This design comes from an exercise in tuning for small area, a short achievable clock period and few clock cycles on the open sky130 flow, not from production work.
In this exercise RTL edits were held to simulation tests only and were not proved equivalent to the original.
Power figures rest on the tool's default switching activity, not on a simulated workload.

[flow/design.v]
module phase_accumulator_oscillator #(
    parameter integer MAX_GRAINS = 4,
    parameter integer G          = 2,
    parameter integer L          = 16
) (
    input  wire                clk,
    input  wire                rst,
    input  wire                cmd_valid,
    output wire                cmd_ready,
    input  wire [47:0]         cmd,
    output wire                rsp_valid,
    output reg  [2:0]          rsp_status,
    output reg  [31:0]         rsp_data,
    output wire                tick_valid,
    output reg  [15:0]         sample_out,
    output reg  [15+$clog2(MAX_GRAINS*G):0] mix_out,
    output reg  [15:0]         fold_out,
    output reg                 trigger_out,
    output reg  [$clog2(MAX_GRAINS*G+1)-1:0] active_out
);
    localparam integer CAP  = MAX_GRAINS * G;
    localparam integer SIW  = (CAP > 1) ? $clog2(CAP) : 1;
    localparam integer CNTW = $clog2(CAP + 1);
    localparam integer MIXW = 16 + $clog2(CAP);
    localparam integer GW   = (G > 1) ? $clog2(G) : 1;
    localparam integer LW   = (L > 1) ? $clog2(L) : 1;
    localparam integer FW   = MIXW + 1;
    localparam integer NL   = 2;        
    localparam integer NP   = CAP / NL;      
    localparam [15:0] M = 16'd32767;
    localparam [2:0] ST_OK = 3'd0, ST_EOP = 3'd1, ST_ESTATE = 3'd2,
                     ST_EADDR = 3'd3, ST_EVALUE = 3'd4;
    localparam [7:0] OP_NOP = 8'h00, OP_TICK = 8'h01, OP_INIT = 8'h02,
                     OP_STOP = 8'h03, OP_WR = 8'h04, OP_RD = 8'h05,
                     OP_ALLOC = 8'h06;
    localparam [2:0] S_IDLE  = 3'd0,
                     S_RESP  = 3'd1,
                     S_TICK  = 3'd2,
                     S_ALLOC = 3'd3,
                     S_INIT  = 3'd4,
                     S_FDIV  = 3'd5;
    reg                 run;
    reg                 err_op, err_state, err_addr, err_value;
    reg  [31:0]         cfg_density;
    reg  [31:0]         cfg_life;
    reg  [14:0]         cfg_fb_gain;
    reg  [15:0]         cfg_mod_depth;
    reg  [31:0]         cfg_fold_rate;
    reg  [14:0]         cfg_fold_base;
    reg  [14:0]         cfg_fold_depth;
    reg  [31:0]         cfg_car_inc [0:G-1];
    reg  [31:0]         cfg_mod_inc [0:G-1];
    reg                 v_act  [0:CAP-1];
    reg  [31:0]         v_cph  [0:CAP-1];
    reg  [31:0]         v_mph  [0:CAP-1];
    reg  [31:0]         v_cinc [0:CAP-1];
    reg  [31:0]         v_minc [0:CAP-1];
    reg  [31:0]         v_tot  [0:CAP-1];    
    reg                 v_sm   [0:CAP-1];    
    reg  [7:0]          v_q    [0:CAP-1];    
    reg  [31:0]         v_r    [0:CAP-1];    
    reg  [31:0]         lfsr;
    reg  [31:0]         dust;
    reg  [GW-1:0]       gptr;
    reg  [31:0]         lfo;
    reg  signed [16:0]  hp_r;                
    reg  [7:0]          dv_pre;              
    reg  signed [FW-1:0] fv_acc;             
    reg                 fire_r;              
    reg                 cfg_sm;              
    reg  [8:0]          cfg_a;               
    reg  [9:0]          ab_rem;              
    reg  [3:0]          ab_cnt;
    reg  [15:0]         dbuf [0:L-1];        
    reg  [LW:0]         dfill;               
    reg  [LW-1:0]       cursor;
    reg  [2:0]          state;
    reg  [2:0]          tc;                  
    reg                 rsp_is_tick;
    reg                 al_en;               
    reg  [SIW-1:0]      al_idx;
    reg  [GW-1:0]       al_grp;
    reg  [15:0]         hi;
    reg  signed [16:0]  fb_shr;
    reg                 b_v    [0:NL-1];
    reg  [7:0]          b_ca   [0:NL-1];
    reg  [14:0]         b_wn   [0:NL-1];     
    reg  [31:0]         dv_rem;
    reg  [31:0]         dv_sh;               
    reg  [5:0]          dv_cnt;              
    reg  [FW-1:0]       fd_rem;
    reg  [FW-1:0]       fd_sh;
    reg  [4:0]          fd_cnt;
    reg                 fd_done;
    assign rsp_valid  = (state == S_RESP);
    assign tick_valid = rsp_valid & rsp_is_tick;
    wire [7:0]  c_op   = cmd[47:40];
    wire [7:0]  c_addr = cmd[39:32];
    wire [31:0] c_data = cmd[31:0];
    wire        accept = cmd_valid && cmd_ready;
    wire [31:0] x1 = lfsr ^ (lfsr << 13);
    wire [31:0] x2 = x1 ^ (x1 >> 17);
    wire [31:0] lfsr_n = x2 ^ (x2 << 5);
    function [31:0] xs;
        input [31:0] v;
        reg   [31:0] a, b;
        begin
            a  = v ^ (v << 13);
            b  = a ^ (a >> 17);
            xs = b ^ (b << 5);
        end
    endfunction
    wire        dv_nar = (cfg_density[31:8] == 24'd0);
    reg  [31:0] dv_rem_n;
    reg  [8:0]  dn_t;
    reg  [9:0]  dn_d;
    reg  [7:0]  dn_r;
    reg  [32:0] dw_t;
    reg  [33:0] dw_d;
    integer     dj;
    wire [31:0] dv_x1 = xs(lfsr_n);
    reg  [8:0]  dp_t;
    reg  [9:0]  dp_d;
    reg  [7:0]  dp_r;
    integer     dk;
    always @(*) begin
        dp_r = 8'd0;
        for (dk = 0; dk < 4; dk = dk + 1) begin
            dp_t = {dp_r, dv_x1[31 - dk]};
            dp_d = {1'b0, dp_t} - {2'b00, cfg_density[7:0]};
            dp_r = dp_d[9] ? dp_t[7:0] : dp_d[7:0];
        end
    end
    always @(posedge clk)
        dv_pre <= dp_r;
    wire [31:0] dv_rem_i = dv_rem;
    wire [31:0] dv_sh_i  = dv_sh;
    always @(*) begin
        dn_r = dv_rem_i[7:0];
        for (dj = 0; dj < 4; dj = dj + 1) begin
            dn_t = {dn_r, dv_sh_i[31 - dj]};
            dn_d = {1'b0, dn_t} - {2'b00, cfg_density[7:0]};
            dn_r = dn_d[9] ? dn_t[7:0] : dn_d[7:0];
        end
        dw_t = {dv_rem_i, dv_sh_i[31]};
        dw_d = {1'b0, dw_t} - {2'b00, cfg_density};
        dv_rem_n = dv_nar ? {24'd0, dn_r} : (dw_d[33] ? dw_t[31:0] : dw_d[31:0]);
    end
    wire        dv_done  = dv_cnt[5];
    wire        dv_avail = dv_done;
    wire [31:0] dv_m     = dv_rem;
    wire        fire     = fire_r;
    wire        dust_wait = run && fire && !dv_avail;
    assign cmd_ready  = (state == S_IDLE) && !dust_wait && (ab_cnt == 4'd0);
    wire [9:0]  ab_t = {ab_rem[8:0], (ab_cnt == 4'd9)};
    wire [10:0] ab_d = {1'b0, ab_t} - {2'b00, cfg_life[8:0]};
    wire [31:0] cfg_totp = cfg_sm ? {5'd0, ab_rem[8:0], cfg_a, cfg_life[8:0]} : cfg_life;
    reg             free_found;
    reg [SIW-1:0]   free_idx;
    integer         fi;
    always @(*) begin
        free_found = 1'b0;
        free_idx   = {SIW{1'b0}};
        for (fi = CAP - 1; fi >= 0; fi = fi - 1) begin
            if (!v_act[fi]) begin
                free_found = 1'b1;
                free_idx   = fi[SIW-1:0];
            end
        end
    end
    reg [CNTW-1:0] act_count;
    integer        ci;
    always @(*) begin
        act_count = {CNTW{1'b0}};
        for (ci = 0; ci < CAP; ci = ci + 1)
            act_count = act_count + {{(CNTW-1){1'b0}}, v_act[ci]};
    end
    wire        a_scalar_rw = (c_addr <= 8'h06);
    wire        a_ro        = (c_addr >= 8'h10) && (c_addr <= 8'h16);
    wire        a_car       = (c_addr[7:6] == 2'b01) && ({2'b00, c_addr[5:0]} < G);
    wire        a_mod       = (c_addr[7:6] == 2'b10) && ({2'b00, c_addr[5:0]} < G);
    wire        a_rw        = a_scalar_rw | a_car | a_mod;
    wire        a_mapped    = a_rw | a_ro;
    wire [GW-1:0] a_g       = c_addr[GW-1:0];
    reg [31:0] rd_val;
    always @(*) begin
        rd_val = 32'd0;
        if (a_car)      rd_val = cfg_car_inc[a_g];
        else if (a_mod) rd_val = cfg_mod_inc[a_g];
        else begin
            case (c_addr)
                8'h00: rd_val = cfg_density;
                8'h01: rd_val = cfg_life;
                8'h02: rd_val = {17'd0, cfg_fb_gain};
                8'h03: rd_val = {16'd0, cfg_mod_depth};
                8'h04: rd_val = cfg_fold_rate;
                8'h05: rd_val = {17'd0, cfg_fold_base};
                8'h06: rd_val = {17'd0, cfg_fold_depth};
                8'h10: rd_val = {27'd0, err_value, err_addr, err_state, err_op, run};
                8'h11: rd_val = {{(32-CNTW){1'b0}}, act_count};
                8'h12: rd_val = lfsr;
                8'h13: rd_val = dust;
                8'h14: rd_val = {{(32-LW){1'b0}}, cursor};
                8'h15: rd_val = {{(32-GW){1'b0}}, gptr};
                8'h16: rd_val = lfo;
                default: rd_val = 32'd0;
            endcase
        end
    end
    reg wr_too_wide;
    always @(*) begin
        case (c_addr)
            8'h02, 8'h05, 8'h06: wr_too_wide = |c_data[31:15];
            8'h03:               wr_too_wide = |c_data[31:16];
            default:             wr_too_wide = 1'b0;
        endcase
    end
    wire op_bad = (c_op > OP_ALLOC) ||
                  (((c_op == OP_NOP) || (c_op == OP_TICK) || (c_op == OP_STOP)) &&
                   ((c_addr != 8'd0) || (c_data != 32'd0))) ||
                  ((c_op == OP_INIT) && (c_addr != 8'd0)) ||
                  (((c_op == OP_RD) || (c_op == OP_ALLOC)) && (c_data != 32'd0));
    wire go_tick  = accept && !op_bad && (c_op == OP_TICK) && run;
    wire [15:0] dbuf_out = dfill[LW] ? dbuf[0] : 16'd0;
    wire [31:0] lfo_sum  = lfo + cfg_fold_rate;
    wire        idle      = (state == S_IDLE);
    wire        ring_step = go_tick ||
                            (((state == S_TICK) || (state == S_ALLOC)) && (tc < NP));
    wire        tick_mode = idle || (state == S_TICK);
    wire [2:0]  step      = idle ? 3'd0 : tc;
    wire        al_c_en  = idle ? (fire && free_found) : al_en;
    wire [SIW-1:0] al_c_idx = idle ? free_idx : al_idx;
    wire [GW-1:0]  al_c_grp = (idle || state == S_RESP) ? gptr : al_grp;
    wire [31:0] init_cinc_c = cfg_car_inc[al_c_grp];
    wire [31:0] init_minc_c = cfg_mod_inc[al_c_grp];
    wire        fb_mode   = idle || (state == S_RESP);
    reg         t_act  [0:NL-1];
    reg  [31:0] t_cph  [0:NL-1];
    reg  [31:0] t_mph  [0:NL-1];
    reg  [31:0] t_cinc [0:NL-1];
    reg  [31:0] t_minc [0:NL-1];
    reg  [31:0] t_tot  [0:NL-1];
    reg         t_sm   [0:NL-1];
    reg  [31:0] l_hmn  [0:NL-1];         
    reg  [15:0] l_w1   [0:NL-1];         
    reg  [15:0] xw;                      
    reg  [31:0] l_cci  [0:NL-1];         
    reg         l_tg   [0:NL-1];         
    reg         n_tg   [0:NL-1];
    wire [31:0] l_sum2 [0:NL-1];
    wire [31:0] l_sum1 [0:NL-1];
    reg  [7:0]  t_q    [0:NL-1];
    reg  [31:0] t_r    [0:NL-1];
    reg         a_v    [0:NL-1];
    reg  [7:0]  a_ca   [0:NL-1];
    reg  [7:0]  a_qo   [0:NL-1];
    wire [15:0] a_wn   [0:NL-1];
    wire [7:0]  wa_addr [0:NL-1];
    wire [15:0] wa_q    [0:NL-1];
    wire [7:0]  wb_addr [0:NL-1];
    wire [15:0] wb_q    [0:NL-1];
    wire [15:0] wn_q    [0:NL-1];
    reg  signed [31:0] l_prodb [0:NL-1];
    reg  signed [MIXW-1:0] l_vo [0:NL-1];
    genvar gl;
    generate
        for (gl = 0; gl < NL; gl = gl + 1) begin : lane
            wire        h_act  = v_act [gl*NP];
            wire [31:0] h_cph  = v_cph [gl*NP];
            wire [31:0] h_mph  = v_mph [gl*NP];
            wire [31:0] h_cinc = v_cinc[gl*NP];
            wire [31:0] h_minc = v_minc[gl*NP];
            wire [31:0] h_tot  = v_tot [gl*NP];
            wire        h_sm   = v_sm  [gl*NP];
            wire [7:0]  h_q    = v_q   [gl*NP];
            wire [31:0] h_r    = v_r   [gl*NP];
            wire [SIW-1:0] vid = gl * NP + step;
            wire        tgt_c  = al_c_en && (al_c_idx == vid);
            wire        i_act  = tgt_c | h_act;
            wire [31:0] i_cph  = tgt_c ? 32'd0 : h_cph;
            wire [31:0] i_mph  = tgt_c ? 32'd0 : h_mph;
            wire [31:0] i_cinc = tgt_c ? init_cinc_c : h_cinc;
            wire [31:0] i_minc = tgt_c ? init_minc_c : h_minc;
            wire [31:0] i_totp = tgt_c ? cfg_totp : h_tot;
            wire        i_sm   = tgt_c ? cfg_sm : h_sm;
            wire [31:0] i_tot  = i_sm ? {23'd0, i_totp[8:0]} : i_totp;
            wire [7:0]  i_q    = tgt_c ? 8'd0 : h_q;
            wire [31:0] i_r    = tgt_c ? 32'd0 : h_r;
            wire        tgt_r  = l_tg[gl];
            wire [31:0] mph_n  = tgt_r ? init_minc_c : l_hmn[gl];
            assign l_sum1[gl]  = v_mph[gl*NP+1] + v_minc[gl*NP+1];
            assign l_sum2[gl]  = v_cph[gl*NP+1] + v_cinc[gl*NP+1];
            assign wa_addr[gl] = (gl == 0 && !ring_step) ? lfo_sum[31:24] : l_sum1[gl][31:24];
            win_rom u_wn (.addr(a_qo[gl]), .data(a_wn[gl]));
            wave_rom u_wa (.addr(wa_addr[gl]), .data(wa_q[gl]));
            wire [15:0] w1_eff = tgt_r ? xw : l_w1[gl];
            wire signed [31:0] prod_a = $signed(w1_eff) * $signed({1'b0, cfg_mod_depth});
            wire [31:0] cph_n  = (tgt_r ? init_cinc_c : l_cci[gl]) + prod_a;
            wire [31:0] e_totp = tgt_r ? cfg_totp : h_tot;
            wire        e_sm   = tgt_r ? cfg_sm : h_sm;
            wire [31:0] e_tot  = e_sm ? {23'd0, e_totp[8:0]} : e_totp;
            wire [7:0]  e_q    = tgt_r ? 8'd0 : h_q;
            wire [31:0] e_r    = tgt_r ? 32'd0 : h_r;
            wire [8:0]  env_a = e_sm ? e_totp[17:9]  : 9'd0;
            wire [8:0]  env_b = e_sm ? e_totp[26:18] : 9'd256;
            wire [32:0] e_s   = {1'b0, e_r} + {24'd0, env_b};
            wire [33:0] e_d   = {1'b0, e_s} - {2'b00, e_tot};
            wire        e_ge  = !e_d[33];
            wire [32:0] e_rn  = e_ge ? e_d[32:0] : e_s;
            wire [9:0]  e_qn  = {2'b00, e_q} + {1'b0, env_a} + {9'd0, e_ge};
            wire        upd   = tick_mode && i_act;
            always @(*) begin
                t_act[gl]  = i_act && !(upd && e_qn[8]);
                t_cph[gl]  = upd ? cph_n : i_cph;
                t_mph[gl]  = upd ? mph_n : i_mph;
                t_cinc[gl] = i_cinc;
                t_minc[gl] = i_minc;
                t_tot[gl]  = i_totp;
                t_sm[gl]   = i_sm;
                t_q[gl]    = upd ? e_qn[7:0] : i_q;
                t_r[gl]    = upd ? e_rn[31:0] : i_r;
                a_v[gl]    = upd;
                a_ca[gl]   = cph_n[31:24];
                a_qo[gl]   = i_q;
            end
            assign wb_addr[gl] = b_ca[gl];
            wave_full_rom u_wb (.addr(wb_addr[gl]), .data(wb_q[gl]));
            assign wn_q[gl] = {1'b0, b_wn[gl]};
            wire [15:0] mb_a = fb_mode ? ((gl == 1) ? dbuf_out : hw) : wb_q[gl];
            wire [14:0] mb_b = fb_mode ? ((gl == 1) ? cfg_fb_gain : cfg_fold_depth) : wn_q[gl][14:0];
            wire signed [31:0] prod_b = $signed(mb_a) * $signed({1'b0, mb_b});
            always @(*) begin
                l_prodb[gl] = prod_b;
                l_vo[gl]    = b_v[gl] ? {{(MIXW-17){prod_b[31]}}, prod_b[31:15]} : {MIXW{1'b0}};
            end
        end
    endgenerate
    reg signed [MIXW-1:0] vo_sum;
    integer vs;
    always @(*) begin
        vo_sum = {MIXW{1'b0}};
        for (vs = 0; vs < NL; vs = vs + 1)
            vo_sum = vo_sum + l_vo[vs];
    end
    wire signed [16:0] fdep_shr = hp_r;
    wire signed [17:0] hi_raw   = $signed({3'd0, cfg_fold_base}) + fdep_shr;
    wire [15:0]        hi_clamp = (hi_raw < 18'sd1) ? 16'd1 :
                                   (hi_raw > 18'sd32767) ? M : hi_raw[15:0];
    wire signed [FW-1:0] fv   = fv_acc;
    wire                 fneg = fv[FW-1];
    wire [FW-1:0]        fmag = fneg ? ~fv : fv;              
    wire [FW:0]          h1   = {{(FW-15){1'b0}}, hi};
    wire [FW:0]          h2   = {h1[FW-1:0], 1'b0};
    wire [FW:0]          h4   = {h1[FW-2:0], 2'b00};
    wire [FW:0]          h8   = {h1[FW-3:0], 3'b000};
    wire [FW:0]          h16  = {h1[FW-4:0], 4'b0000};
    wire [FW:0]          h6   = h4 + h2;
    wire [FW:0]          h10  = h8 + h2;
    wire [FW:0]          h12  = h8 + h4;
    wire [FW:0]          h14  = h16 - h2;
    wire [FW:0]          fm0  = {1'b0, fmag};
    wire [FW:0]          fd1  = fm0 - h4;
    wire [FW:0]          fd2  = fm0 - h8;
    wire [FW:0]          fd3  = fm0 - h12;
    wire [FW:0]          fd4  = fm0 - h16;
    wire [FW:0]          fw0  = fm0 - h2;
    wire [FW:0]          fw1  = fm0 - h6;
    wire [FW:0]          fw2  = fm0 - h10;
    wire [FW:0]          fw3  = fm0 - h14;
    wire                 f_fast = fd4[FW];                    
    wire [FW:0]          fw_f = !fd1[FW] ? (!fd2[FW] ? (!fd3[FW] ? fw3 : fw2) : fw1) : fw0;
    wire [FW:0]          fw_s = {1'b0, fd_rem} - h2;
    wire [FW:0]          fw_u = fd_done ? fw_s : fw_f;
    wire [FW:0]          fw   = fneg ? ~fw_u : fw_u;
    wire                 fwn  = fw[FW];
    wire [FW:0]          fres = fwn ? (h1 + fw) : (h1 - fw);
    wire [FW:0]          fm1  = h4;
    wire [FW:0]          fd_t  = {fd_rem, fd_sh[FW-1]};
    wire [FW+1:0]        fd_df = {1'b0, fd_t} - {1'b0, fm1};
    wire [FW-1:0]        fd_rn = fd_df[FW+1] ? fd_t[FW-1:0] : fd_df[FW-1:0];
    wire signed [FW+1:0] d_hf  = $signed({{(FW-15){1'b0}}, hi}) + $signed(fb_shr);
    wire signed [FW+1:0] d_sum = fwn ? (d_hf + $signed({fw[FW], fw})) : (d_hf - $signed({fw[FW], fw}));
    wire [15:0]        d_wr     = (d_sum > 22'sd32767)  ? 16'h7FFF :
                                  (d_sum < -22'sd32768) ? 16'h8000 : d_sum[15:0];
    integer i, l, k;
    task reject(input [2:0] code);
        begin
            rsp_status  <= code;
            rsp_data    <= 32'd0;
            rsp_is_tick <= 1'b0;
            case (code)
                ST_EOP:    err_op    <= 1'b1;
                ST_ESTATE: err_state <= 1'b1;
                ST_EADDR:  err_addr  <= 1'b1;
                default:   err_value <= 1'b1;
            endcase
            state <= S_RESP;
        end
    endtask
    task respond(input [31:0] d);
        begin
            rsp_status  <= ST_OK;
            rsp_data    <= d;
            rsp_is_tick <= 1'b0;
            state       <= S_RESP;
        end
    endtask
    always @(posedge clk) begin
        if (rst) begin
            for (i = 0; i < CAP; i = i + 1)
                v_act[i] <= 1'b0;
        end else if (accept && !op_bad && ((c_op == OP_INIT && c_data != 32'd0 &&
                     cfg_density != 32'd0 && cfg_life != 32'd0) || c_op == OP_STOP)) begin
            for (i = 0; i < CAP; i = i + 1)
                v_act[i] <= 1'b0;
        end else if (ring_step) begin
            for (l = 0; l < NL; l = l + 1) begin
                for (k = 0; k < NP - 1; k = k + 1) begin
                    v_act [l*NP+k] <= v_act [l*NP+k+1];
                    v_cph [l*NP+k] <= v_cph [l*NP+k+1];
                    v_mph [l*NP+k] <= v_mph [l*NP+k+1];
                    v_cinc[l*NP+k] <= v_cinc[l*NP+k+1];
                    v_minc[l*NP+k] <= v_minc[l*NP+k+1];
                    v_tot [l*NP+k] <= v_tot [l*NP+k+1];
                    v_sm  [l*NP+k] <= v_sm  [l*NP+k+1];
                    v_q   [l*NP+k] <= v_q   [l*NP+k+1];
                    v_r   [l*NP+k] <= v_r   [l*NP+k+1];
                end
                v_act [l*NP+NP-1] <= t_act [l];
                v_cph [l*NP+NP-1] <= t_cph [l];
                v_mph [l*NP+NP-1] <= t_mph [l];
                v_cinc[l*NP+NP-1] <= t_cinc[l];
                v_minc[l*NP+NP-1] <= t_minc[l];
                v_tot [l*NP+NP-1] <= t_tot [l];
                v_sm  [l*NP+NP-1] <= t_sm  [l];
                v_q   [l*NP+NP-1] <= t_q   [l];
                v_r   [l*NP+NP-1] <= t_r   [l];
            end
        end
    end
    always @(posedge clk) begin
        if (ring_step)
            for (l = 0; l < NL; l = l + 1) begin
                l_hmn[l] <= l_sum1[l];
                l_cci[l] <= l_sum2[l];
                l_w1[l]  <= wa_q[l];
            end
    end
    integer ln;
    always @(*) begin
        for (ln = 0; ln < NL; ln = ln + 1) begin
            if (idle && go_tick)
                n_tg[ln] = fire && free_found && (free_idx == ln * NP + 1);
            else if (state == S_TICK && tc < NP - 1)
                n_tg[ln] = al_en && (al_idx == ln * NP + tc + 1);
            else
                n_tg[ln] = fire && free_found && (free_idx == ln * NP);
        end
    end
    always @(posedge clk)
        for (l = 0; l < NL; l = l + 1)
            l_tg[l] <= n_tg[l];
    reg  [15:0] hw;
    always @(posedge clk)
        hw <= wa_q[0];
    always @(posedge clk)
        hp_r <= l_prodb[0][31:15];
    wire [7:0]  xw_addr = init_minc_c[31:24];
    wire [15:0] xw_q;
    wave_rom u_xw (.addr(xw_addr), .data(xw_q));
    always @(posedge clk)
        xw <= xw_q;
    always @(posedge clk) begin
        for (l = 0; l < NL; l = l + 1) begin
            if (ring_step) begin
                b_v[l]  <= a_v[l];
                b_ca[l] <= a_ca[l];
                b_wn[l] <= a_wn[l][14:0];
            end else begin
                b_v[l]  <= 1'b0;
            end
        end
    end
    always @(posedge clk) begin
        if (rst) begin
            dv_cnt <= 6'd0;
            dv_rem <= 32'd0;
            dv_sh  <= 32'd0;
        end else if (accept && !op_bad && c_op == OP_INIT && c_data != 32'd0 &&
                     cfg_density != 32'd0 && cfg_life != 32'd0) begin
            dv_cnt <= 6'd0;
            dv_rem <= 32'd0;
            dv_sh  <= c_data;
        end else if (go_tick) begin
            dv_cnt <= dv_nar ? 6'd4 : 6'd0;
            dv_rem <= dv_nar ? {24'd0, dv_pre} : 32'd0;
            dv_sh  <= dv_nar ? {dv_x1[27:0], 4'd0} : dv_x1;
        end else if ((state == S_INIT && dv_avail) ||
                     (accept && !op_bad && c_op == OP_WR && c_addr == 8'h00) ||
                     (accept && !op_bad && c_op == OP_STOP)) begin
            dv_cnt <= 6'd0;
            dv_rem <= 32'd0;
            dv_sh  <= lfsr_n;
        end else if (!dv_done) begin
            dv_cnt <= dv_cnt + (dv_nar ? 6'd4 : 6'd1);
            dv_rem <= dv_rem_n;
            dv_sh  <= dv_nar ? {dv_sh[27:0], 4'd0} : {dv_sh[30:0], 1'b0};
        end
    end
    always @(posedge clk) begin
        if (state == S_TICK && tc == NP + 1 && (f_fast || fd_done)) begin
            for (i = 0; i < L - 1; i = i + 1)
                dbuf[i] <= dbuf[i+1];
            dbuf[L-1] <= d_wr;
        end
    end
    always @(posedge clk) begin
        if (rst) begin
            state          <= S_IDLE;
            tc             <= 3'd0;
            run            <= 1'b0;
            err_op         <= 1'b0;
            err_state      <= 1'b0;
            err_addr       <= 1'b0;
            err_value      <= 1'b0;
            cfg_density    <= 32'd0;
            cfg_life       <= 32'd0;
            cfg_sm         <= 1'b1;
            ab_cnt         <= 4'd0;
            ab_rem         <= 10'd0;
            cfg_fb_gain    <= 15'd0;
            cfg_mod_depth  <= 16'd0;
            cfg_fold_rate  <= 32'd0;
            cfg_fold_base  <= 15'd0;
            cfg_fold_depth <= 15'd0;
            for (i = 0; i < G; i = i + 1) begin
                cfg_car_inc[i] <= 32'd0;
                cfg_mod_inc[i] <= 32'd0;
            end
            lfsr   <= 32'd1;
            dust   <= 32'd0;
            fire_r <= 1'b1;
            gptr   <= {GW{1'b0}};
            lfo    <= 32'd0;
            cursor <= {LW{1'b0}};
            dfill  <= {(LW+1){1'b0}};
            fd_done <= 1'b0;
        end else begin
            if (ab_cnt != 4'd0) begin
                ab_cnt <= ab_cnt - 4'd1;
                ab_rem <= ab_d[10] ? ab_t : ab_d[9:0];
                cfg_a  <= {cfg_a[7:0], !ab_d[10]};
            end
            case (state)
            S_IDLE: begin
                if (accept) begin
                    if (op_bad) begin
                        reject(ST_EOP);
                    end else begin
                        case (c_op)
                        OP_NOP: respond(32'd0);
                        OP_TICK: begin
                            if (!run) reject(ST_ESTATE);
                            else begin
                                lfsr        <= lfsr_n;
                                trigger_out <= fire;
                                active_out  <= act_count + {{(CNTW-1){1'b0}}, fire & free_found};
                                sample_out  <= dbuf_out;
                                mix_out     <= {MIXW{1'b0}};
                                lfo         <= lfo_sum;
                                fb_shr      <= l_prodb[1][31:15];
                                al_en       <= fire & free_found;
                                al_idx      <= free_idx;
                                al_grp      <= gptr;
                                if (fire) begin
                                    gptr   <= (gptr == G - 1) ? {GW{1'b0}} : gptr + 1'b1;
                                    dust   <= dv_m;
                                    fire_r <= (dv_m <= 32'd1);
                                end else begin
                                    dust   <= dust - 32'd1;
                                    fire_r <= (dust == 32'd2);
                                end
                                tc    <= 3'd1;
                                state <= S_TICK;
                            end
                        end
                        OP_INIT: begin
                            if ((c_data == 32'd0) || (cfg_density == 32'd0) || (cfg_life == 32'd0))
                                reject(ST_EVALUE);
                            else begin
                                lfsr   <= c_data;
                                dust   <= 32'd0;
                                fire_r <= 1'b1;
                                gptr   <= {GW{1'b0}};
                                lfo    <= 32'd0;
                                cursor <= {LW{1'b0}};
                                dfill  <= {(LW+1){1'b0}};
                                state  <= S_INIT;
                            end
                        end
                        OP_STOP: begin
                            lfsr   <= 32'd1;
                            dust   <= 32'd0;
                            fire_r <= 1'b1;
                            gptr   <= {GW{1'b0}};
                            lfo    <= 32'd0;
                            cursor <= {LW{1'b0}};
                            dfill  <= {(LW+1){1'b0}};
                            run    <= 1'b0;
                            respond(32'd0);
                        end
                        OP_WR: begin
                            if (!a_rw) reject(ST_EADDR);
                            else if (wr_too_wide) reject(ST_EVALUE);
                            else if (run && (c_addr <= 8'h01) && (c_data == 32'd0)) reject(ST_EVALUE);
                            else begin
                                if (a_car)      cfg_car_inc[a_g] <= c_data;
                                else if (a_mod) cfg_mod_inc[a_g] <= c_data;
                                else begin
                                    case (c_addr)
                                        8'h00: cfg_density    <= c_data;
                                        8'h01: begin
                                            cfg_life <= c_data;
                                            cfg_sm   <= (c_data <= 32'd256);
                                            ab_cnt   <= 4'd9;
                                            ab_rem   <= 10'd0;
                                        end
                                        8'h02: cfg_fb_gain    <= c_data[14:0];
                                        8'h03: cfg_mod_depth  <= c_data[15:0];
                                        8'h04: cfg_fold_rate  <= c_data;
                                        8'h05: cfg_fold_base  <= c_data[14:0];
                                        default: cfg_fold_depth <= c_data[14:0];
                                    endcase
                                end
                                respond(32'd0);
                            end
                        end
                        OP_RD: begin
                            if (!a_mapped) reject(ST_EADDR);
                            else respond(rd_val);
                        end
                        default: begin  
                            if (!run) reject(ST_ESTATE);
                            else if ({24'd0, c_addr} >= G) reject(ST_EADDR);
                            else if (!free_found) respond(32'hFFFF_FFFF);
                            else begin
                                al_en  <= 1'b1;
                                al_idx <= free_idx;
                                al_grp <= a_g;
                                tc     <= 3'd0;
                                state  <= S_ALLOC;
                            end
                        end
                        endcase
                    end
                end
            end
            S_ALLOC: begin
                tc <= tc + 3'd1;
                if (tc == NP - 1)
                    respond({{(32-SIW){1'b0}}, al_idx});
            end
            S_INIT: begin
                if (dv_avail) begin
                    dust   <= dv_m;
                    fire_r <= (dv_m <= 32'd1);
                    run    <= 1'b1;
                    respond(32'd0);
                end
            end
            S_TICK: begin
                tc <= tc + 3'd1;
                if (tc <= NP) begin
                    mix_out <= mix_out + vo_sum;
                    fv_acc  <= ((tc == 3'd1) ? $signed({{(FW-16){1'b0}}, hi_clamp}) : fv_acc) +
                               $signed({vo_sum[MIXW-1], vo_sum});
                    if (tc == 3'd1)
                        hi <= hi_clamp;
                end
                if (tc == NP + 1) begin
                    if (f_fast || fd_done) begin
                        fold_out    <= fres[15:0];
                        fd_done     <= 1'b0;
                        cursor      <= (cursor == L - 1) ? {LW{1'b0}} : cursor + 1'b1;
                        if (!dfill[LW]) dfill <= dfill + 1'b1;
                        rsp_status  <= ST_OK;
                        rsp_data    <= {{16{sample_out[15]}}, sample_out};
                        rsp_is_tick <= 1'b1;
                        state       <= S_RESP;
                    end else begin
                        fd_rem <= {FW{1'b0}};
                        fd_sh  <= fmag;
                        fd_cnt <= FW[4:0];
                        tc     <= tc;
                        state  <= S_FDIV;
                    end
                end
            end
            S_FDIV: begin
                fd_rem <= fd_rn;
                fd_sh  <= {fd_sh[FW-2:0], 1'b0};
                fd_cnt <= fd_cnt - 5'd1;
                if (fd_cnt == 5'd1) begin
                    fd_done <= 1'b1;
                    state   <= S_TICK;
                end
            end
            S_RESP: begin
                state <= S_IDLE;
            end
            default: state <= S_IDLE;
            endcase
        end
    end
endmodule
module wave_rom (
    input  wire [7:0]  addr,
    output wire [15:0] data
);
    wire [6:0] a7 = addr[6] ? (7'd64 - {1'b0, addr[5:0]}) : {1'b0, addr[5:0]};
    reg  [14:0] qm;
    always @(*) begin
        case (a7)
            7'd0: qm = 15'h0000;
            7'd1: qm = 15'h0324;
            7'd2: qm = 15'h0648;
            7'd3: qm = 15'h096a;
            7'd4: qm = 15'h0c8c;
            7'd5: qm = 15'h0fab;
            7'd6: qm = 15'h12c8;
            7'd7: qm = 15'h15e2;
            7'd8: qm = 15'h18f9;
            7'd9: qm = 15'h1c0b;
            7'd10: qm = 15'h1f1a;
            7'd11: qm = 15'h2223;
            7'd12: qm = 15'h2528;
            7'd13: qm = 15'h2826;
            7'd14: qm = 15'h2b1f;
            7'd15: qm = 15'h2e11;
            7'd16: qm = 15'h30fb;
            7'd17: qm = 15'h33df;
            7'd18: qm = 15'h36ba;
            7'd19: qm = 15'h398c;
            7'd20: qm = 15'h3c56;
            7'd21: qm = 15'h3f17;
            7'd22: qm = 15'h41ce;
            7'd23: qm = 15'h447a;
            7'd24: qm = 15'h471c;
            7'd25: qm = 15'h49b4;
            7'd26: qm = 15'h4c3f;
            7'd27: qm = 15'h4ebf;
            7'd28: qm = 15'h5133;
            7'd29: qm = 15'h539b;
            7'd30: qm = 15'h55f5;
            7'd31: qm = 15'h5842;
            7'd32: qm = 15'h5a82;
            7'd33: qm = 15'h5cb3;
            7'd34: qm = 15'h5ed7;
            7'd35: qm = 15'h60eb;
            7'd36: qm = 15'h62f1;
            7'd37: qm = 15'h64e8;
            7'd38: qm = 15'h66cf;
            7'd39: qm = 15'h68a6;
            7'd40: qm = 15'h6a6d;
            7'd41: qm = 15'h6c23;
            7'd42: qm = 15'h6dc9;
            7'd43: qm = 15'h6f5e;
            7'd44: qm = 15'h70e2;
            7'd45: qm = 15'h7254;
            7'd46: qm = 15'h73b5;
            7'd47: qm = 15'h7504;
            7'd48: qm = 15'h7641;
            7'd49: qm = 15'h776b;
            7'd50: qm = 15'h7884;
            7'd51: qm = 15'h7989;
            7'd52: qm = 15'h7a7c;
            7'd53: qm = 15'h7b5c;
            7'd54: qm = 15'h7c29;
            7'd55: qm = 15'h7ce3;
            7'd56: qm = 15'h7d89;
            7'd57: qm = 15'h7e1d;
            7'd58: qm = 15'h7e9c;
            7'd59: qm = 15'h7f09;
            7'd60: qm = 15'h7f61;
            7'd61: qm = 15'h7fa6;
            7'd62: qm = 15'h7fd8;
            7'd63: qm = 15'h7ff5;
            7'd64: qm = 15'h7fff;
            default: qm = 15'h0000;
        endcase
    end
    assign data = addr[7] ? (16'd0 - {1'b0, qm}) : {1'b0, qm};
endmodule
module wave_full_rom (
    input  wire [7:0]  addr,
    output reg  [15:0] data
);
    always @(*) begin
        case (addr)
            8'd0: data = 16'h0000;
            8'd1: data = 16'h0324;
            8'd2: data = 16'h0648;
            8'd3: data = 16'h096a;
            8'd4: data = 16'h0c8c;
            8'd5: data = 16'h0fab;
            8'd6: data = 16'h12c8;
            8'd7: data = 16'h15e2;
            8'd8: data = 16'h18f9;
            8'd9: data = 16'h1c0b;
            8'd10: data = 16'h1f1a;
            8'd11: data = 16'h2223;
            8'd12: data = 16'h2528;
            8'd13: data = 16'h2826;
            8'd14: data = 16'h2b1f;
            8'd15: data = 16'h2e11;
            8'd16: data = 16'h30fb;
            8'd17: data = 16'h33df;
            8'd18: data = 16'h36ba;
            8'd19: data = 16'h398c;
            8'd20: data = 16'h3c56;
            8'd21: data = 16'h3f17;
            8'd22: data = 16'h41ce;
            8'd23: data = 16'h447a;
            8'd24: data = 16'h471c;
            8'd25: data = 16'h49b4;
            8'd26: data = 16'h4c3f;
            8'd27: data = 16'h4ebf;
            8'd28: data = 16'h5133;
            8'd29: data = 16'h539b;
            8'd30: data = 16'h55f5;
            8'd31: data = 16'h5842;
            8'd32: data = 16'h5a82;
            8'd33: data = 16'h5cb3;
            8'd34: data = 16'h5ed7;
            8'd35: data = 16'h60eb;
            8'd36: data = 16'h62f1;
            8'd37: data = 16'h64e8;
            8'd38: data = 16'h66cf;
            8'd39: data = 16'h68a6;
            8'd40: data = 16'h6a6d;
            8'd41: data = 16'h6c23;
            8'd42: data = 16'h6dc9;
            8'd43: data = 16'h6f5e;
            8'd44: data = 16'h70e2;
            8'd45: data = 16'h7254;
            8'd46: data = 16'h73b5;
            8'd47: data = 16'h7504;
            8'd48: data = 16'h7641;
            8'd49: data = 16'h776b;
            8'd50: data = 16'h7884;
            8'd51: data = 16'h7989;
            8'd52: data = 16'h7a7c;
            8'd53: data = 16'h7b5c;
            8'd54: data = 16'h7c29;
            8'd55: data = 16'h7ce3;
            8'd56: data = 16'h7d89;
            8'd57: data = 16'h7e1d;
            8'd58: data = 16'h7e9c;
            8'd59: data = 16'h7f09;
            8'd60: data = 16'h7f61;
            8'd61: data = 16'h7fa6;
            8'd62: data = 16'h7fd8;
            8'd63: data = 16'h7ff5;
            8'd64: data = 16'h7fff;
            8'd65: data = 16'h7ff5;
            8'd66: data = 16'h7fd8;
            8'd67: data = 16'h7fa6;
            8'd68: data = 16'h7f61;
            8'd69: data = 16'h7f09;
            8'd70: data = 16'h7e9c;
            8'd71: data = 16'h7e1d;
            8'd72: data = 16'h7d89;
            8'd73: data = 16'h7ce3;
            8'd74: data = 16'h7c29;
            8'd75: data = 16'h7b5c;
            8'd76: data = 16'h7a7c;
            8'd77: data = 16'h7989;
            8'd78: data = 16'h7884;
            8'd79: data = 16'h776b;
            8'd80: data = 16'h7641;
            8'd81: data = 16'h7504;
            8'd82: data = 16'h73b5;
            8'd83: data = 16'h7254;
            8'd84: data = 16'h70e2;
            8'd85: data = 16'h6f5e;
            8'd86: data = 16'h6dc9;
            8'd87: data = 16'h6c23;
            8'd88: data = 16'h6a6d;
            8'd89: data = 16'h68a6;
            8'd90: data = 16'h66cf;
            8'd91: data = 16'h64e8;
            8'd92: data = 16'h62f1;
            8'd93: data = 16'h60eb;
            8'd94: data = 16'h5ed7;
            8'd95: data = 16'h5cb3;
            8'd96: data = 16'h5a82;
            8'd97: data = 16'h5842;
            8'd98: data = 16'h55f5;
            8'd99: data = 16'h539b;
            8'd100: data = 16'h5133;
            8'd101: data = 16'h4ebf;
            8'd102: data = 16'h4c3f;
            8'd103: data = 16'h49b4;
            8'd104: data = 16'h471c;
            8'd105: data = 16'h447a;
            8'd106: data = 16'h41ce;
            8'd107: data = 16'h3f17;
            8'd108: data = 16'h3c56;
            8'd109: data = 16'h398c;
            8'd110: data = 16'h36ba;
            8'd111: data = 16'h33df;
            8'd112: data = 16'h30fb;
            8'd113: data = 16'h2e11;
            8'd114: data = 16'h2b1f;
            8'd115: data = 16'h2826;
            8'd116: data = 16'h2528;
            8'd117: data = 16'h2223;
            8'd118: data = 16'h1f1a;
            8'd119: data = 16'h1c0b;
            8'd120: data = 16'h18f9;
            8'd121: data = 16'h15e2;
            8'd122: data = 16'h12c8;
            8'd123: data = 16'h0fab;
            8'd124: data = 16'h0c8c;
            8'd125: data = 16'h096a;
            8'd126: data = 16'h0648;
            8'd127: data = 16'h0324;
            8'd128: data = 16'h0000;
            8'd129: data = 16'hfcdc;
            8'd130: data = 16'hf9b8;
            8'd131: data = 16'hf696;
            8'd132: data = 16'hf374;
            8'd133: data = 16'hf055;
            8'd134: data = 16'hed38;
            8'd135: data = 16'hea1e;
            8'd136: data = 16'he707;
            8'd137: data = 16'he3f5;
            8'd138: data = 16'he0e6;
            8'd139: data = 16'hdddd;
            8'd140: data = 16'hdad8;
            8'd141: data = 16'hd7da;
            8'd142: data = 16'hd4e1;
            8'd143: data = 16'hd1ef;
            8'd144: data = 16'hcf05;
            8'd145: data = 16'hcc21;
            8'd146: data = 16'hc946;
            8'd147: data = 16'hc674;
            8'd148: data = 16'hc3aa;
            8'd149: data = 16'hc0e9;
            8'd150: data = 16'hbe32;
            8'd151: data = 16'hbb86;
            8'd152: data = 16'hb8e4;
            8'd153: data = 16'hb64c;
            8'd154: data = 16'hb3c1;
            8'd155: data = 16'hb141;
            8'd156: data = 16'haecd;
            8'd157: data = 16'hac65;
            8'd158: data = 16'haa0b;
            8'd159: data = 16'ha7be;
            8'd160: data = 16'ha57e;
            8'd161: data = 16'ha34d;
            8'd162: data = 16'ha129;
            8'd163: data = 16'h9f15;
            8'd164: data = 16'h9d0f;
            8'd165: data = 16'h9b18;
            8'd166: data = 16'h9931;
            8'd167: data = 16'h975a;
            8'd168: data = 16'h9593;
            8'd169: data = 16'h93dd;
            8'd170: data = 16'h9237;
            8'd171: data = 16'h90a2;
            8'd172: data = 16'h8f1e;
            8'd173: data = 16'h8dac;
            8'd174: data = 16'h8c4b;
            8'd175: data = 16'h8afc;
            8'd176: data = 16'h89bf;
            8'd177: data = 16'h8895;
            8'd178: data = 16'h877c;
            8'd179: data = 16'h8677;
            8'd180: data = 16'h8584;
            8'd181: data = 16'h84a4;
            8'd182: data = 16'h83d7;
            8'd183: data = 16'h831d;
            8'd184: data = 16'h8277;
            8'd185: data = 16'h81e3;
            8'd186: data = 16'h8164;
            8'd187: data = 16'h80f7;
            8'd188: data = 16'h809f;
            8'd189: data = 16'h805a;
            8'd190: data = 16'h8028;
            8'd191: data = 16'h800b;
            8'd192: data = 16'h8001;
            8'd193: data = 16'h800b;
            8'd194: data = 16'h8028;
            8'd195: data = 16'h805a;
            8'd196: data = 16'h809f;
            8'd197: data = 16'h80f7;
            8'd198: data = 16'h8164;
            8'd199: data = 16'h81e3;
            8'd200: data = 16'h8277;
            8'd201: data = 16'h831d;
            8'd202: data = 16'h83d7;
            8'd203: data = 16'h84a4;
            8'd204: data = 16'h8584;
            8'd205: data = 16'h8677;
            8'd206: data = 16'h877c;
            8'd207: data = 16'h8895;
            8'd208: data = 16'h89bf;
            8'd209: data = 16'h8afc;
            8'd210: data = 16'h8c4b;
            8'd211: data = 16'h8dac;
            8'd212: data = 16'h8f1e;
            8'd213: data = 16'h90a2;
            8'd214: data = 16'h9237;
            8'd215: data = 16'h93dd;
            8'd216: data = 16'h9593;
            8'd217: data = 16'h975a;
            8'd218: data = 16'h9931;
            8'd219: data = 16'h9b18;
            8'd220: data = 16'h9d0f;
            8'd221: data = 16'h9f15;
            8'd222: data = 16'ha129;
            8'd223: data = 16'ha34d;
            8'd224: data = 16'ha57e;
            8'd225: data = 16'ha7be;
            8'd226: data = 16'haa0b;
            8'd227: data = 16'hac65;
            8'd228: data = 16'haecd;
            8'd229: data = 16'hb141;
            8'd230: data = 16'hb3c1;
            8'd231: data = 16'hb64c;
            8'd232: data = 16'hb8e4;
            8'd233: data = 16'hbb86;
            8'd234: data = 16'hbe32;
            8'd235: data = 16'hc0e9;
            8'd236: data = 16'hc3aa;
            8'd237: data = 16'hc674;
            8'd238: data = 16'hc946;
            8'd239: data = 16'hcc21;
            8'd240: data = 16'hcf05;
            8'd241: data = 16'hd1ef;
            8'd242: data = 16'hd4e1;
            8'd243: data = 16'hd7da;
            8'd244: data = 16'hdad8;
            8'd245: data = 16'hdddd;
            8'd246: data = 16'he0e6;
            8'd247: data = 16'he3f5;
            8'd248: data = 16'he707;
            8'd249: data = 16'hea1e;
            8'd250: data = 16'hed38;
            8'd251: data = 16'hf055;
            8'd252: data = 16'hf374;
            8'd253: data = 16'hf696;
            8'd254: data = 16'hf9b8;
            8'd255: data = 16'hfcdc;
            default: data = 16'h0000;
        endcase
    end
endmodule
module win_rom (
    input  wire [7:0]  addr,
    output wire [15:0] data
);
    wire [7:0] a8 = addr[7] ? (8'd0 - addr) : addr;    
    reg  [14:0] hm;
    always @(*) begin
        case (a8)
            8'd0: hm = 15'h0000;
            8'd1: hm = 15'h0005;
            8'd2: hm = 15'h0014;
            8'd3: hm = 15'h002c;
            8'd4: hm = 15'h004f;
            8'd5: hm = 15'h007b;
            8'd6: hm = 15'h00b1;
            8'd7: hm = 15'h00f1;
            8'd8: hm = 15'h013b;
            8'd9: hm = 15'h018e;
            8'd10: hm = 15'h01eb;
            8'd11: hm = 15'h0251;
            8'd12: hm = 15'h02c1;
            8'd13: hm = 15'h033b;
            8'd14: hm = 15'h03be;
            8'd15: hm = 15'h044a;
            8'd16: hm = 15'h04df;
            8'd17: hm = 15'h057e;
            8'd18: hm = 15'h0625;
            8'd19: hm = 15'h06d5;
            8'd20: hm = 15'h078f;
            8'd21: hm = 15'h0850;
            8'd22: hm = 15'h091b;
            8'd23: hm = 15'h09ee;
            8'd24: hm = 15'h0ac9;
            8'd25: hm = 15'h0bad;
            8'd26: hm = 15'h0c98;
            8'd27: hm = 15'h0d8c;
            8'd28: hm = 15'h0e87;
            8'd29: hm = 15'h0f8a;
            8'd30: hm = 15'h1094;
            8'd31: hm = 15'h11a6;
            8'd32: hm = 15'h12bf;
            8'd33: hm = 15'h13de;
            8'd34: hm = 15'h1505;
            8'd35: hm = 15'h1632;
            8'd36: hm = 15'h1766;
            8'd37: hm = 15'h18a0;
            8'd38: hm = 15'h19e0;
            8'd39: hm = 15'h1b26;
            8'd40: hm = 15'h1c71;
            8'd41: hm = 15'h1dc2;
            8'd42: hm = 15'h1f19;
            8'd43: hm = 15'h2074;
            8'd44: hm = 15'h21d4;
            8'd45: hm = 15'h2339;
            8'd46: hm = 15'h24a3;
            8'd47: hm = 15'h2610;
            8'd48: hm = 15'h2782;
            8'd49: hm = 15'h28f7;
            8'd50: hm = 15'h2a70;
            8'd51: hm = 15'h2bec;
            8'd52: hm = 15'h2d6c;
            8'd53: hm = 15'h2eee;
            8'd54: hm = 15'h3073;
            8'd55: hm = 15'h31fa;
            8'd56: hm = 15'h3383;
            8'd57: hm = 15'h350f;
            8'd58: hm = 15'h369c;
            8'd59: hm = 15'h382a;
            8'd60: hm = 15'h39ba;
            8'd61: hm = 15'h3b4a;
            8'd62: hm = 15'h3cdc;
            8'd63: hm = 15'h3e6d;
            8'd64: hm = 15'h4000;
            8'd65: hm = 15'h4192;
            8'd66: hm = 15'h4323;
            8'd67: hm = 15'h44b5;
            8'd68: hm = 15'h4645;
            8'd69: hm = 15'h47d5;
            8'd70: hm = 15'h4963;
            8'd71: hm = 15'h4af0;
            8'd72: hm = 15'h4c7c;
            8'd73: hm = 15'h4e05;
            8'd74: hm = 15'h4f8c;
            8'd75: hm = 15'h5111;
            8'd76: hm = 15'h5293;
            8'd77: hm = 15'h5413;
            8'd78: hm = 15'h558f;
            8'd79: hm = 15'h5708;
            8'd80: hm = 15'h587d;
            8'd81: hm = 15'h59ef;
            8'd82: hm = 15'h5b5c;
            8'd83: hm = 15'h5cc6;
            8'd84: hm = 15'h5e2b;
            8'd85: hm = 15'h5f8b;
            8'd86: hm = 15'h60e6;
            8'd87: hm = 15'h623d;
            8'd88: hm = 15'h638e;
            8'd89: hm = 15'h64d9;
            8'd90: hm = 15'h661f;
            8'd91: hm = 15'h675f;
            8'd92: hm = 15'h6899;
            8'd93: hm = 15'h69cd;
            8'd94: hm = 15'h6afa;
            8'd95: hm = 15'h6c21;
            8'd96: hm = 15'h6d40;
            8'd97: hm = 15'h6e59;
            8'd98: hm = 15'h6f6b;
            8'd99: hm = 15'h7075;
            8'd100: hm = 15'h7178;
            8'd101: hm = 15'h7273;
            8'd102: hm = 15'h7367;
            8'd103: hm = 15'h7452;
            8'd104: hm = 15'h7536;
            8'd105: hm = 15'h7611;
            8'd106: hm = 15'h76e4;
            8'd107: hm = 15'h77af;
            8'd108: hm = 15'h7870;
            8'd109: hm = 15'h792a;
            8'd110: hm = 15'h79da;
            8'd111: hm = 15'h7a81;
            8'd112: hm = 15'h7b20;
            8'd113: hm = 15'h7bb5;
            8'd114: hm = 15'h7c41;
            8'd115: hm = 15'h7cc4;
            8'd116: hm = 15'h7d3e;
            8'd117: hm = 15'h7dae;
            8'd118: hm = 15'h7e14;
            8'd119: hm = 15'h7e71;
            8'd120: hm = 15'h7ec4;
            8'd121: hm = 15'h7f0e;
            8'd122: hm = 15'h7f4e;
            8'd123: hm = 15'h7f84;
            8'd124: hm = 15'h7fb0;
            8'd125: hm = 15'h7fd3;
            8'd126: hm = 15'h7feb;
            8'd127: hm = 15'h7ffa;
            8'd128: hm = 15'h7fff;
            default: hm = 15'h0000;
        endcase
    end
    assign data = {1'b0, hm};
endmodule
[flow/run.sh]
#!/bin/bash
# synth_recipe.tcl (not shown) runs the flow's synth.tcl, then flattens the netlist and writes it again
# the make line also repeats each setting of config.mk as NAME=value (left out here)
make -C /OpenROAD-flow-scripts/flow DESIGN_CONFIG=/design/flow/config.mk WORK_HOME=/design/flow/orfs CLKGATE_MAP_FILE= SYNTH_SCRIPT=/design/flow/synth_recipe.tcl finish
[flow/config.mk]
export PLATFORM = sky130hd
export DESIGN_NAME = phase_accumulator_oscillator
export DESIGN_NICKNAME = phase_accumulator_oscillator
export VERILOG_FILES = /design/flow/design.v
export SDC_FILE = /design/flow/constraint.sdc
export NUM_CORES = 4
export LEC_CHECK = 0
export CAP_MARGIN = 20
export CORE_MARGIN = 2
export CORE_UTILIZATION = 40
export PLACE_DENSITY = 0.6
export SLEW_MARGIN = 20
[flow/constraint.sdc]
create_clock -name core_clock -period 13.0 [get_ports {clk}]
set_input_delay 2.6000 -clock core_clock [delete_from_list [all_inputs] [get_ports {clk}]]
set_output_delay 2.6000 -clock core_clock [all_outputs]
set_load 0.01 [all_outputs]
==> results by group <==
Run status
  – Outcome: no timing/DRC/antenna violations

Routing
  – DRT Pass-1 Iters: 13
  – DR WL met3: 56000 um
  – Detailed-route DRC error count: 0
  – Wire length on met2: around 300000 um
  – Met1 Routed Length: around 280000 um
  – Total number of vias: about 160k
  – Routed Antenna Nets: 0
  – Initial DRC count: about 19k
  – Vias/cell: 5.88
  – WL final: 678000 um
  – Highest routed layer: met5
  – Avg WL per Cell: between 20 and 30 um

Setup path
  – Worst-path fanout max: 48
  – WS Path Type: reg -> reg
  – Worst path slowest cell: or2_4
  – CP required: about 14 ns
  – Crit path launch type: flop
  – WP data arrival: between 10 and 15 ns
  – CP max stage delay: approximately 0.79 ns
  – CP Capture Type: flop
  – Critical Path Most Common Cell: o21ai_0

Die
  – Num rows: between 200 and 300
  – Core footprint: 489000 um^2
  – Starting Density: 40.1%
  – Chip Height: a little over 700 um
  – Die Wd: slightly above 700 um
  – I/O pin count: between 100 and 150
  – Die area: 496000 um^2

Clock network
  – Clock sinks: 2863
  – Clock root buffer master: clkbuf_16
  – Hold Buf Count CTS: 0
  – Postcts setup bufs: 0
  – CTS Buf Count: ~330
  – Clock-pin slew on the worst setup and hold paths: about 0.08 ns
  – PostCTS Resize Cnt: 0
  – H-tree depth: 5
  – Clock buffer depth: 4
  – CTS tree: built
  – Clock latency (worst-skew pair): 1.04 ns

Placed design
  – Routability Congestion: between 1 and 1.5
  – Post-DP HPWL: around 490000 um
  – Count of buffers from port buffering: around 140

GRT
  – All-layer global routing usage: 26.5%
  – Grt total ovfl: 0
  – First-pass GRT wire length: around 1000000 um
  – Pin count of the biggest net entering global routing: between 150 and 200
  – Vias in the first global route: about 150k
  – Initial antenna violation count: 47

STA
  – Setup TNS: 0 ns
  – Min cycle time layout: between 10 and 15 ns
  – Achievable frequency: around 83 MHz
  – Clock skew: between 0.09 and 0.1 ns
  – Setup-failing EPs final: 0
  – Tcrit/Tclk final: between 90% and 100%
  – Worst-Margin Slew: 1.34 ns
  – Worst slew margin: 7.82%
  – RSZ-0062 raised after global routing: false
  – Max Slew Vio Count: 0
  – Hold violation total from the final report: 0

Yosys
  – Post-synth cell types: between 100 and 150
  – Synth top area share: approximately 37%
  – Synth async-reset ratio: 0%
  – Main synth FF type: edfxtp_1
  – Post-Synthesis Cell Area: 196000 um^2
  – #FFs+latches synth: about 2.9k
  – Largest area contributor in the synthesized netlist: edfxtp_1
  – Yosys warns: 68
  – Sequential share of the synthesized area: around two fifths
  – Area contributors post-synth: edfxtp_1, fa_1, ha_1
  – Synth Instances: around 20k
  – Post-synth EDFFs: between 2k and 2.5k
  – Post-Syn Area per Cell: around 9.9 um^2

Job
  – Max cap viols: 0

Power
  – Leak Pwr: 84.2 nW
  – Max VDD drop: 0.000457 V
  – Total chip power: 57.7 mW
  – Power per cell area: between 200 and 300 nW/um^2

Finish
  – Share of cells above drive strength 1: a little under 7%
  – Layout area overhead: 10.9%
  – Final nets: 21.8k
  – Fill cells: around 46k

Worst hold path
  – Path category of the worst min-delay check: reg -> reg
report_power, final:
group	leakage (nW)	internal, mW	switching (mW)
combinational	53.1	11.7	23.6
sequential	25.8	12.1	0.614
clock	5.31	5.52	4.14
metrics by stage:
| stage | cell area [um^2] | worst slack, ns | hold slack, ns | instances | util, % |
|---|---|---|---|---|---|
| 2_1_floorplan | 196000 | -15.99 | 0.400 | 19700 | - |
| 3_3_place_gp | 206000 | 0.960 | 0.400 | 25700 | 42.2 |
| 3_5_place_dp | 206000 | 1.13 | 0.405 | 25700 | 42.2 |
| 4_1_cts | 217000 | 1.05 | 0.371 | 26300 | 44.4 |
| 5_1_grt | 217000 | 0.239 | 0.383 | 26400 | 44.5 |
| 6_report | 217000 | 1.01 | 0.355 | 26400 | 44.5 |
state kept, by name, indices dropped and copies added, names as in the netlist, 64 cells and up:
name and count:
l_hmn 64, cfg_mod_inc 64, v_minc 256, v_cinc 256, v_cph 256, dbuf 256
v_q 64, v_mph 256, l_cci 64, cfg_car_inc 64, v_r 256, v_tot 256
metal layers:
layer | GRT usage [%] | up-vias
met2 | 40.9 | 7016
li1 | - | 69900
met1 | 36.2 | 76800
met4 | 12.9 | 20
met3 | 4.40 | 1513
met5 | 0 | -
cells in the mapped netlist (113+ instances only):
| master | count |
|---|---|
| dfxtp_1 | 461 |
| nor2b_1 | 268 |
| a22oi_1 | 149 |
| nand2_1 | 2226 |
| edfxtp_1 | 2402 |
| o21ai_0 | 1230 |
| nand3_1 | 581 |
| a211oi_1 | 224 |
| a21o_1 | 213 |
| xnor2_1 | 585 |
| ha_1 | 1136 |
| mux2i_1 | 325 |
| or3_1 | 113 |
| o211ai_1 | 189 |
| inv_1 | 1615 |
| xor2_1 | 259 |
| nand2b_1 | 133 |
| clkbuf_1 | 956 |
| nor3_1 | 367 |
| and2_1 | 350 |
| fa_1 | 1032 |
| a221oi_1 | 148 |
| a31oi_1 | 135 |
| a21oi_1 | 1253 |
| nor2_1 | 1403 |
kinds of logic after synthesis:
| logic type | count (synthesis) | share of synthesized area, % |
|---|---|---|
| and+or+nand+nor | 5980 | 14.0 |
| AOI/OAI and AO/OA | 4727 | 15.5 |
| DFF | 2863 | 41.5 |
| buffers and inverters | 2739 | 5.29 |
| adders and majority gates | 2168 | 17.8 |
| xor gates and xnor gates | 851 | 3.84 |
| muxes | 388 | 2.03 |
| other | 1 | 0.00191 |
final cells by class:
cell class	instances	area, um^2	share of cell area (%)
sequential	2863	81400	37.4
clock buffer	383	8530	3.92
tap	6475	8100	3.73
inverter	1634	6140	2.82
antenna	47	118	0.0541
clock inverter	217	2530	1.17
multi-input combinational	14100	105000	48.3
timing repair buffer	656	5590	2.57
critical path, delay by kind of cell, from the launching register on:
kind / cells / cell delay, ns
AO/OA/AOI/OAI: 17 / 3.70
XOR/XNOR: 3 / 0.49
adder cells (fa/ha/maj): 9 / 3.73
buffers and inverters: 5 / 0.59
flip-flops: 1 / 0.64
multiplexers: 1 / 0.72
AND/OR/NAND/NOR: 7 / 1.83
path summary, 6_finish.rpt:
path,to,cells past startpoint,from,slack (ns)
setup / recovery,fv_acc[19]$_DFFE_PP_,42,state[1]$_SDFFE_PP0P_,1.01
hold / removal,v_q[4][0]$_DFFE_PP_,0,v_q[5][0]$_DFFE_PP_,0.35
setup reg to reg,fv_acc[19]$_DFFE_PP_,42,state[1]$_SDFFE_PP0P_,1.01
hold reg to reg,v_q[4][0]$_DFFE_PP_,0,v_q[5][0]$_DFFE_PP_,0.35
placed cells by master, fill, tap and decap left out, types with 147 or more instances in the layout:
master / Yosys / final
nand3_1: 581 / 580
clkbuf_16: 0 / 332
buf_4: 8 / 487
a211oi_1: 224 / 223
nor2_1: 1403 / 1372
dfxtp_1: 461 / 458
a22oi_1: 149 / 149
nor2b_1: 268 / 267
and2_1: 350 / 349
xor2_1: 259 / 258
edfxtp_1: 2402 / 2402
inv_1: 1615 / 1614
a21oi_1: 1253 / 1251
a21o_1: 213 / 213
o211ai_1: 189 / 189
mux2i_1: 325 / 299
o21ai_0: 1230 / 1224
nor3_1: 367 / 356
a221oi_1: 148 / 147
nand2_1: 2226 / 2218
xnor2_1: 585 / 578
fa_1: 1032 / 1032
ha_1: 1136 / 1136
Testbench counts, summed over its fixed seeds: cycles 26,373.

## static timing again, ports no longer ideal
Ports are ideal in the flow. The routed layout listed here was re-timed in OpenROAD. Step 1 sets driving cells, clkbuf_16 on the clock port and buf_2 on the other inputs (assumed; they add their load-dependent delay and slew). Step 2 times the ports against the registers' clock, not the clock port: input delays grow and output delays shrink by t, the midpoint of the rising clock arrivals with the driver on. a / b / c = ideal ports / drivers / drivers and shift; a / b = the first two.
shift t [ns]: 1.109
setup slack, ns: 1.006 / 1.006 / 0.980
slew at the worst register clock pin (ns): 0.08 / 0.08
worst slew at a driven data input, ns: 0.21
cell pins on the clock port's net: 1
After both steps this run still meets setup and hold. For this run, drivers alone change the setup slack by 0.000 ns; drivers and shift together by -0.026 ns.
